What follows belongs to an exercise in optimizing a design on an open flow for small area; a production flow would make more cautious choices.
At most, simulation tests tie the RTL to the original design; equivalence was not proved.
Power is estimated from default activity; no workload was simulated.

==> run a <==
Design oac_core, start of the top module:
module oac_core (
    input  wire        clk,
    input  wire        rst,           
    output wire        mem_req,
    output wire        mem_we,
    output wire [6:0]  mem_addr,
    output wire [31:0] mem_wdata,
    input  wire        mem_ack,
    input  wire [31:0] mem_rdata,
    output wire        halted,
    output wire        faulted,
    output wire [1:0]  fault_kind,
    output wire [31:0] fault_value,
    output wire [31:0] pc_out,
    output wire [31:0] x0_out,
    output wire [31:0] x1_out,
    output wire [31:0] x2_out,
    output wire [31:0] x3_out,
    output wire [1:0]  flags_out,
    output wire [31:0] stk_top_out
);
    localparam [3:0] S_FETCH  = 4'd0,    
                     S_OP1    = 4'd1,    
                     S_OP2    = 4'd2,    
                     S_RETRD  = 4'd3,    
                     S_PASS   = 4'd4,    
                     S_WRITE  = 4'd5,    
                     S_CWRITE = 4'd6,    
                     S_FPM    = 4'd7,    
                     S_FPS    = 4'd8,    
  ...
Settings: LEC_CHECK=0, CAP_MARGIN=20, CORE_MARGIN=2, CORE_UTILIZATION=65, SLEW_MARGIN=20; clock period 10.0 ns.
standard.sh (not shown) runs the stock make flow with config.mk's settings and CLKGATE_MAP_FILE= SYNTH_SCRIPT=/design/flow/synth_recipe.tcl, a recipe that flattens the netlist after the stock synthesis.
==> flow/flow/run.sh <==
#!/bin/bash
set -euo pipefail
export BUFFER_PORTS_ARGS="-buffer_cell sky130_fd_sc_hd__buf_1"
export CTS_ARGS="-sink_clustering_enable -repair_clock_nets -buf_list {sky130_fd_sc_hd__clkbuf_8} -dont_use_dummy_load"
bash standard.sh finish > standard.log 2>&1
==> run b: changes against run a <==
==> flow/run.sh (new file) <==
#!/bin/bash
# synth_recipe.tcl (not shown) runs the flow's synth.tcl, then flattens the netlist and writes it again
# the make line also repeats each setting of config.mk as NAME=value (left out here)
make -C /OpenROAD-flow-scripts/flow DESIGN_CONFIG=/design/flow/config.mk WORK_HOME=/design/flow/orfs CLKGATE_MAP_FILE= SYNTH_SCRIPT=/design/flow/synth_recipe.tcl finish
Settings changed: CORE_UTILIZATION 65 to 40.
removed: flow/flow/run.sh
removed: flow/standard.sh
==> qor summary <==
|  | run b | run a |
|---|---|---|
| Share of layout cells above drive strength 1 | 0.0697 | 0.0573 |
| Non-Clock Buffer Area Fraction | 0.216 | 0.101 |
| Layout Area Growth over Synthesis | 34.5% | 11.0% |
| Via count | 7521 | 7557 |
| GR Layer Usage met1 | 0.282 | 0.438 |
| Min-Delay Startpoint | x0[7]$_DFFE_PP_ | x3[7]$_DFFE_PP_ |
| Slew at the pin closest to its max-slew limit | 0.899 ns | 0.870 ns |
| Internal power component | 2.81 mW | 2.15 mW |
| Floorplan core area | 24100 um2 | 14600 um2 |
| Area of all placed cells without fillers | 13100 um2 | 10800 um2 |
| Total length of routed met3 wires | 2290 um | 2600 um |
| Placed cell count | 1355 | 1215 |
| Fraction of power consumed by combinational cells | 0.450 | 0.412 |
| Total Power Consumption | 4.59 mW | 3.76 mW |
| RD Place Congestion | 0.972 | 0.938 |
| Max stage delay cell, worst path | sky130_fd_sc_hd__clkdlybuf4s50_1 | sky130_fd_sc_hd__dfxtp_1 |
| Horizontal die dimension | 160 um | 126 um |
| Outcome | no timing/DRC/antenna violations | no timing/DRC/antenna violations |
| Worst clock skew | 0.0172 ns | 0.0466 ns |
| Fraction of met2 tracks used by global routing | 0.353 | 0.477 |
| DR iter-0 viols | 590 | 780 |


==> inputs of v10 <==
Another version of the RTL of oac_core (not shown whole).
clock: 10.0 ns
lec_check: 0
abc_area: 1
cap_margin: 20
core_margin: 2
core_utilization: 65
slew_margin: 20
==> flow/flow/run.sh <==
#!/bin/bash
set -euo pipefail
export BUFFER_PORTS_ARGS="-buffer_cell sky130_fd_sc_hd__buf_1"
export CTS_ARGS="-sink_clustering_enable -repair_clock_nets -buf_list {sky130_fd_sc_hd__clkbuf_16} -sink_clustering_size 40 -sink_clustering_max_diameter 200 -dont_use_dummy_load"
export RECOVER_POWER=100
bash standard.sh finish > standard.log 2>&1
==> inputs of v25, as changes to v10 <==
--- a/flow/design.v
+++ b/flow/design.v
@@ -159,16 +159,18 @@
                       (e_2 ? E_OOB : E_FETCH)));
     wire pc_rd  = (e_1 & o1_tgt) | e_r;
     wire pc_inc = (e_f & f_ok & f_inc) | (e_1 & (o1_pass | o1_jnt)) | (e_2 & o2_ok);
     wire a_inc  = e_f | (e_1 & ((is_3w & rd_reg) | o1_jnt));
     wire a_rd   = (e_1 & (is_data | is_jmp & taken) & z25) | (e_2 & o2_ok) | (e_r & z25);
     wire a_pc   = (e_p & ~p_fv) | e_w | e_cw;
     wire sp_dec = e_1 & is_call & ~sp_bot;
     wire sp_inc = (e_r & z25) | (e_fp & (st == S_FPS));
+    wire [4:0] sp_x = sp ^ {5{sp_dec}};
+    wire [4:0] sp_t = {5{sp_dec | sp_inc}} & {&sp_x[3:0], &sp_x[2:0], &sp_x[1:0], sp_x[0], 1'b1};
     reg [3:0] st_n;
     always @(*) begin
         st_n = st;
         if (e_f)
             st_n = f_fpc ? S_FPC : (f_inc ? S_PASS : (f_ret ? S_RETRD : S_OP1));
         if (e_1)
             st_n = o1_fpm ? S_FPM : (o1_fpc ? S_FPC : (is_3w ? S_OP2 :
                    (o1_pass ? S_PASS : (is_call ? S_CWRITE : S_FETCH))));
@@ -220,13 +222,12 @@
                 end
             end
             if (e_p | e_fp)
                 pend <= 1'b0;
             if (pc_rd | pc_inc)
                 {pc7, pc} <= pc_rd ? {1'b0, rd[6:0]} : inc8;
             if (a_inc | a_rd | a_pc)
                 A <= a_inc ? inc8[6:0] : (a_rd ? rd[6:0] : pc);
-            if (sp_dec | sp_inc)
-                sp <= sp_dec ? sp - 5'd1 : sp + 5'd1;
+            sp <= sp ^ sp_t;
         end
     end
 endmodule
==> flow/flow/run.sh (replaced) <==
#!/bin/bash
set -euo pipefail
here=$(pwd)
{
  echo "proc abc {args} { set i [lsearch \$args -script]; if {\$i >= 0} { lset args [expr {\$i+1}] $here/flow/area.abc }; yosys abc {*}\$args }"
  cat synth_recipe.tcl
} > flow/area_synth.tcl
export BUFFER_PORTS_ARGS="-buffer_cell sky130_fd_sc_hd__buf_1"
export CTS_ARGS="-sink_clustering_enable -repair_clock_nets -buf_list {sky130_fd_sc_hd__clkbuf_8} -sink_clustering_size 12 -dont_use_dummy_load"
bash standard.sh SYNTH_SCRIPT=$here/flow/area_synth.tcl finish > standard.log 2>&1
==> flow/flow/area.abc (new file) <==
strash
dch -f
amap -m
topo
==> notes <==
v10 finished but failed the layout checks on capacitance limit, slew limit. v25 produced a clean layout. In v10 the sequential share of layout area is lower than in v25, by 4.1 points. Between v25 and v10, the lower register-to-register slack is in v10 (gap 1100 ps). In v10 the final cell count is higher than in v25, by about 16%. Critical path depth: v25 is higher than v10 (1). In count of clock-buffer cells in the layout, v10 and v25 do not differ. Of v25 and v10, v25 has the higher non-clock buffer count (gap 1). In sequential cell count, v25 and v10 do not differ. Clock skew: v25 is higher than v10 (4.7 ps).
Only the layout flow was run in v10; the RTL was not checked for function there.


==> job 773 <==
Starting RTL as in the previous note.
export LEC_CHECK = 0
export ABC_AREA = 1
export CAP_MARGIN = 20
export CORE_MARGIN = 2
export CORE_UTILIZATION = 65
export SLEW_MARGIN = 20
create_clock -name core_clock -period 10.0 [get_ports {clk}]
==> flow/flow/run.sh <==
#!/bin/bash
set -euo pipefail
export BUFFER_PORTS_ARGS="-buffer_cell sky130_fd_sc_hd__buf_1"
export CTS_ARGS="-sink_clustering_enable -repair_clock_nets -buf_list {sky130_fd_sc_hd__clkbuf_8} -sink_clustering_size 12 -dont_use_dummy_load"
export RECOVER_POWER=100
bash standard.sh finish > standard.log 2>&1
==> inputs of job 3870, as changes to job 773 <==
--- a/flow/design.v
+++ b/flow/design.v
@@ -49,13 +49,12 @@
     wire        ack = mem_ack;
     wire z25    = ~|rd[31:7];
     wire rd_reg = z25 & ~|rd[6:2];
     wire rd_op  = z25 & ~|rd[6:5] & (rd[4:0] <= 5'd20);
     wire [7:0] inc8 = {1'b0, A} + 8'd1;
-    wire [4:0] k_n = {k[3:0], k[4] ^ k[2] ^ ~|k[3:0]};
-    wire k31    = (k == 5'd16);
-    wire k0     = (k == 5'd0);
+    wire k31    = &k;
+    wire k0     = ~|k;
     wire is_rr   = (ir == 5'd9) | (ir == 5'd12) | (ir == 5'd13) | (ir == 5'd18);
     wire is_rm   = (ir == 5'd16) | (ir == 5'd17);
     wire is_data = (ir == 5'd0) | (ir == 5'd1) | (ir == 5'd5) | (ir == 5'd6) | (ir == 5'd15);
     wire is_ldi  = (ir == 5'd7);
     wire is_call = (ir == 5'd10);
@@ -76,12 +75,11 @@
     wire in_fpm  = (st == S_FPM) | (st == S_FPS);
     wire in_fp   = in_fpm | (st == S_FPC);
     wire memsrc  = (in_pass & p_mem) | in_fpm;
     wire step    = (in_pass | in_fp) & (~memsrc | ack);
     wire last    = step & k31;
-    wire [31:0] rdp = {rd[14], rd[15], rd[25], rd[16], rd[22], rd[26], rd[10], rd[17], rd[23], rd[8], rd[27], rd[29], rd[11], rd[5], rd[18], rd[31], rd[13], rd[24], rd[21], rd[9], rd[7], rd[28], rd[4], rd[30], rd[12], rd[20], rd[6], rd[3], rd[19], rd[2], rd[1], rd[0]};
-    wire mbit = rdp[k];
+    wire mbit = rd[k];
     reg  xa, xb;
     always @(*) begin
         case (aidx)
             2'd0: xa = x0[0];
             2'd1: xa = x1[0];
@@ -93,12 +91,12 @@
             2'd1: xb = x1[0];
             2'd2: xb = x2[0];
             default: xb = x3[0];
         endcase
     end
-    wire cbit = (k == 5'd11 & ir[1:0] == 2'd0) | (((k == 5'd18) | (k == 5'd5)) & ir[1]) |
-                (k == 5'd9 & ir[1:0] == 2'd3);
+    wire cbit = (k == 5'd7 & ir[1:0] == 2'd0) | (((k == 5'd5) | (k == 5'd6)) & ir[1]) |
+                (k == 5'd4 & ir[1:0] == 2'd3);
     wire abit = in_pass & p_usea & xa & ~pend;
     wire braw = memsrc ? mbit : (in_pass ? (p_bx & xb & ~pend) : cbit);
     wire bbit = braw ^ (in_pass & p_sub);
     wire c0   = k0 ? (in_pass & (p_sub | p_cin)) : cy;
     wire sum  = abit ^ bbit ^ c0;
@@ -211,11 +209,11 @@
             pend <= 1'b1;
             k    <= 5'd0;
         end else begin
             st <= st_n;
             if (step) begin
-                k <= k_n;
+                k <= k + 5'd1;
                 if (in_pass & p_flags) begin
                     fz <= ~sum & (k0 | fz);
                     fn <= sum;
                 end
             end
==> flow/flow/run.sh (replaced) <==
#!/bin/bash
set -euo pipefail
export BUFFER_PORTS_ARGS="-buffer_cell sky130_fd_sc_hd__buf_1"
export CTS_ARGS="-sink_clustering_enable -repair_clock_nets -buf_list {sky130_fd_sc_hd__clkbuf_8} -sink_clustering_size 12 -dont_use_dummy_load"
bash standard.sh finish > standard.log 2>&1
ABC_AREA = default   (was 1)
CORE_UTILIZATION = 80   (was 65)
==> inputs of job 3222, as changes to job 773 <==
--- a/flow/design.v
+++ b/flow/design.v
@@ -162,10 +162,12 @@
     wire a_inc  = e_f | (e_1 & ((is_3w & rd_reg) | o1_jnt));
     wire a_rd   = (e_1 & (is_data | is_jmp & taken) & z25) | (e_2 & o2_ok) | (e_r & z25);
     wire a_pc   = (e_p & ~p_fv) | e_w | e_cw;
     wire sp_dec = e_1 & is_call & ~sp_bot;
     wire sp_inc = (e_r & z25) | (e_fp & (st == S_FPS));
+    wire [4:0] sp_x = sp ^ {5{sp_dec}};
+    wire [4:0] sp_t = {5{sp_dec | sp_inc}} & {&sp_x[3:0], &sp_x[2:0], &sp_x[1:0], sp_x[0], 1'b1};
     reg [3:0] st_n;
     always @(*) begin
         st_n = st;
         if (e_f)
             st_n = f_fpc ? S_FPC : (f_inc ? S_PASS : (f_ret ? S_RETRD : S_OP1));
@@ -223,10 +225,9 @@
                 pend <= 1'b0;
             if (pc_rd | pc_inc)
                 {pc7, pc} <= pc_rd ? {1'b0, rd[6:0]} : inc8;
             if (a_inc | a_rd | a_pc)
                 A <= a_inc ? inc8[6:0] : (a_rd ? rd[6:0] : pc);
-            if (sp_dec | sp_inc)
-                sp <= sp_dec ? sp - 5'd1 : sp + 5'd1;
+            sp <= sp ^ sp_t;
         end
     end
 endmodule
==> flow/flow/run.sh (replaced) <==
#!/bin/bash
set -euo pipefail
here=$(pwd)
{
  echo "proc abc {args} { set i [lsearch \$args -script]; if {\$i >= 0} { lset args [expr {\$i+1}] $here/flow/area.abc }; yosys abc {*}\$args }"
  cat synth_recipe.tcl
} > flow/area_synth.tcl
export BUFFER_PORTS_ARGS="-buffer_cell sky130_fd_sc_hd__buf_1"
export CTS_ARGS="-sink_clustering_enable -repair_clock_nets -buf_list {sky130_fd_sc_hd__clkbuf_4 sky130_fd_sc_hd__clkbuf_8} -dont_use_dummy_load"
bash standard.sh SYNTH_SCRIPT=$here/flow/area_synth.tcl finish > standard.log 2>&1
==> flow/flow/area.abc (new file) <==
strash
&get -n
&deepsyn -T 30
&put
dch -f
amap -m
topo
==> flow/flow/area_synth.tcl (new file) <==
proc abc {args} { set i [lsearch $args -script]; if {$i >= 0} { lset args [expr {$i+1}] /design/flow/flow/area.abc }; yosys abc {*}$args }
proc synth {args} { yosys synth -nofsm -noshare {*}$args }
source $::env(SCRIPTS_DIR)/synth.tcl
# left out here: clear keep_hierarchy, flatten, clean up, hide names made inside functions, write 1_2_yosys.v
==> results.cfg <==
[status]
status = no timing/DRC/antenna violations

[final_layout]
n_all_inverters = 90

[global_routing]
grtUsageMet3 = 0.0820
grt_pass1_vias = 6545
met2_usage = 0.588

[place]
hpwl_mm = 18.3

[synth]
synth_top_area_frac = 0.592

[floorplanning]
die_x_um = 118

[power_and_ir_drop]
internal-power_mw = 2.02
p_leak_nw = 3.11

[worst_hold_path]
hold_start = x3[28]$_DFFE_PP_

[setup_path]
startpoint = mem_ack
the above is filed under job 3222

==> results.cfg <==
[final_layout]
n_all_inverters = 28

[synth]
synth_top_area_frac = 0.517

[global_routing]
grt_pass1_vias = 7460
grtUsageMet3 = 0.137
met2_usage = 0.744

[status]
status = no timing/DRC/antenna violations

[floorplanning]
die_x_um = 114

[place]
hpwl_mm = 20.9

[setup_path]
startpoint = st[0]$_SDFFE_PP0P_

[power_and_ir_drop]
internal-power_mw = 1.39
p_leak_nw = 3.65
the above is filed under job 3870

==> results.cfg <==
[timing]
finalMaxSlewViolations = 89

[place]
hpwl_mm = 18.8

[final_layout]
n_all_inverters = 123

[floorplanning]
die_x_um = 124

[status]
status = failed layout checks
violations = capacitance limit, slew limit

[power_and_ir_drop]
p_leak_nw = 4.05

[flow_run]
timing.max_cap.violations = 1
the above is filed under job 773

For job 773, only the layout was checked, not whether the RTL still works.

re-timing with driven ports:
In the flow no input, the clock included, has a driving cell. The finished layouts below were timed again as built, in two steps. Step 1 assumes that a clkbuf_16 drives the clock port and a buf_2 every other input. Step 2 adds t to the input delays and takes it off the output delays; t is the mean of the earliest and latest rising clock arrival at the registers after step 1. Input paths then give back, and output paths get back, about the clock's delay inside the block. Slacks: ideal ports / drivers / drivers and shift; pairs: ideal ports / drivers.
run | t (ns) | slack for setup (ns) | latest minus earliest clock arrival (ns)
run a | 0.493 | 4.964 / 4.928 / 5.058 | 0.047 / 0.047
run b | 0.482 | 4.360 / 4.336 / 4.336 | 0.017 / 0.017
v10 | 0.467 | 2.994 / 3.003 / 2.536 | 0.026 / 0.026
v25 | 0.498 | 4.299 / 4.315 / 3.817 | 0.035 / 0.035
job 773 | 0.499 | 3.020 / 3.025 / 2.525 | 0.039 / 0.039
job 3870 | 0.518 | 4.476 / 4.436 / 4.954 | 0.026 / 0.026
job 3222 | 0.487 | 4.270 / 4.235 / 4.160 | 0.036 / 0.037
For job 773, which loses most, drivers alone change the setup slack by +0.005 ns; drivers and shift together by -0.495 ns.
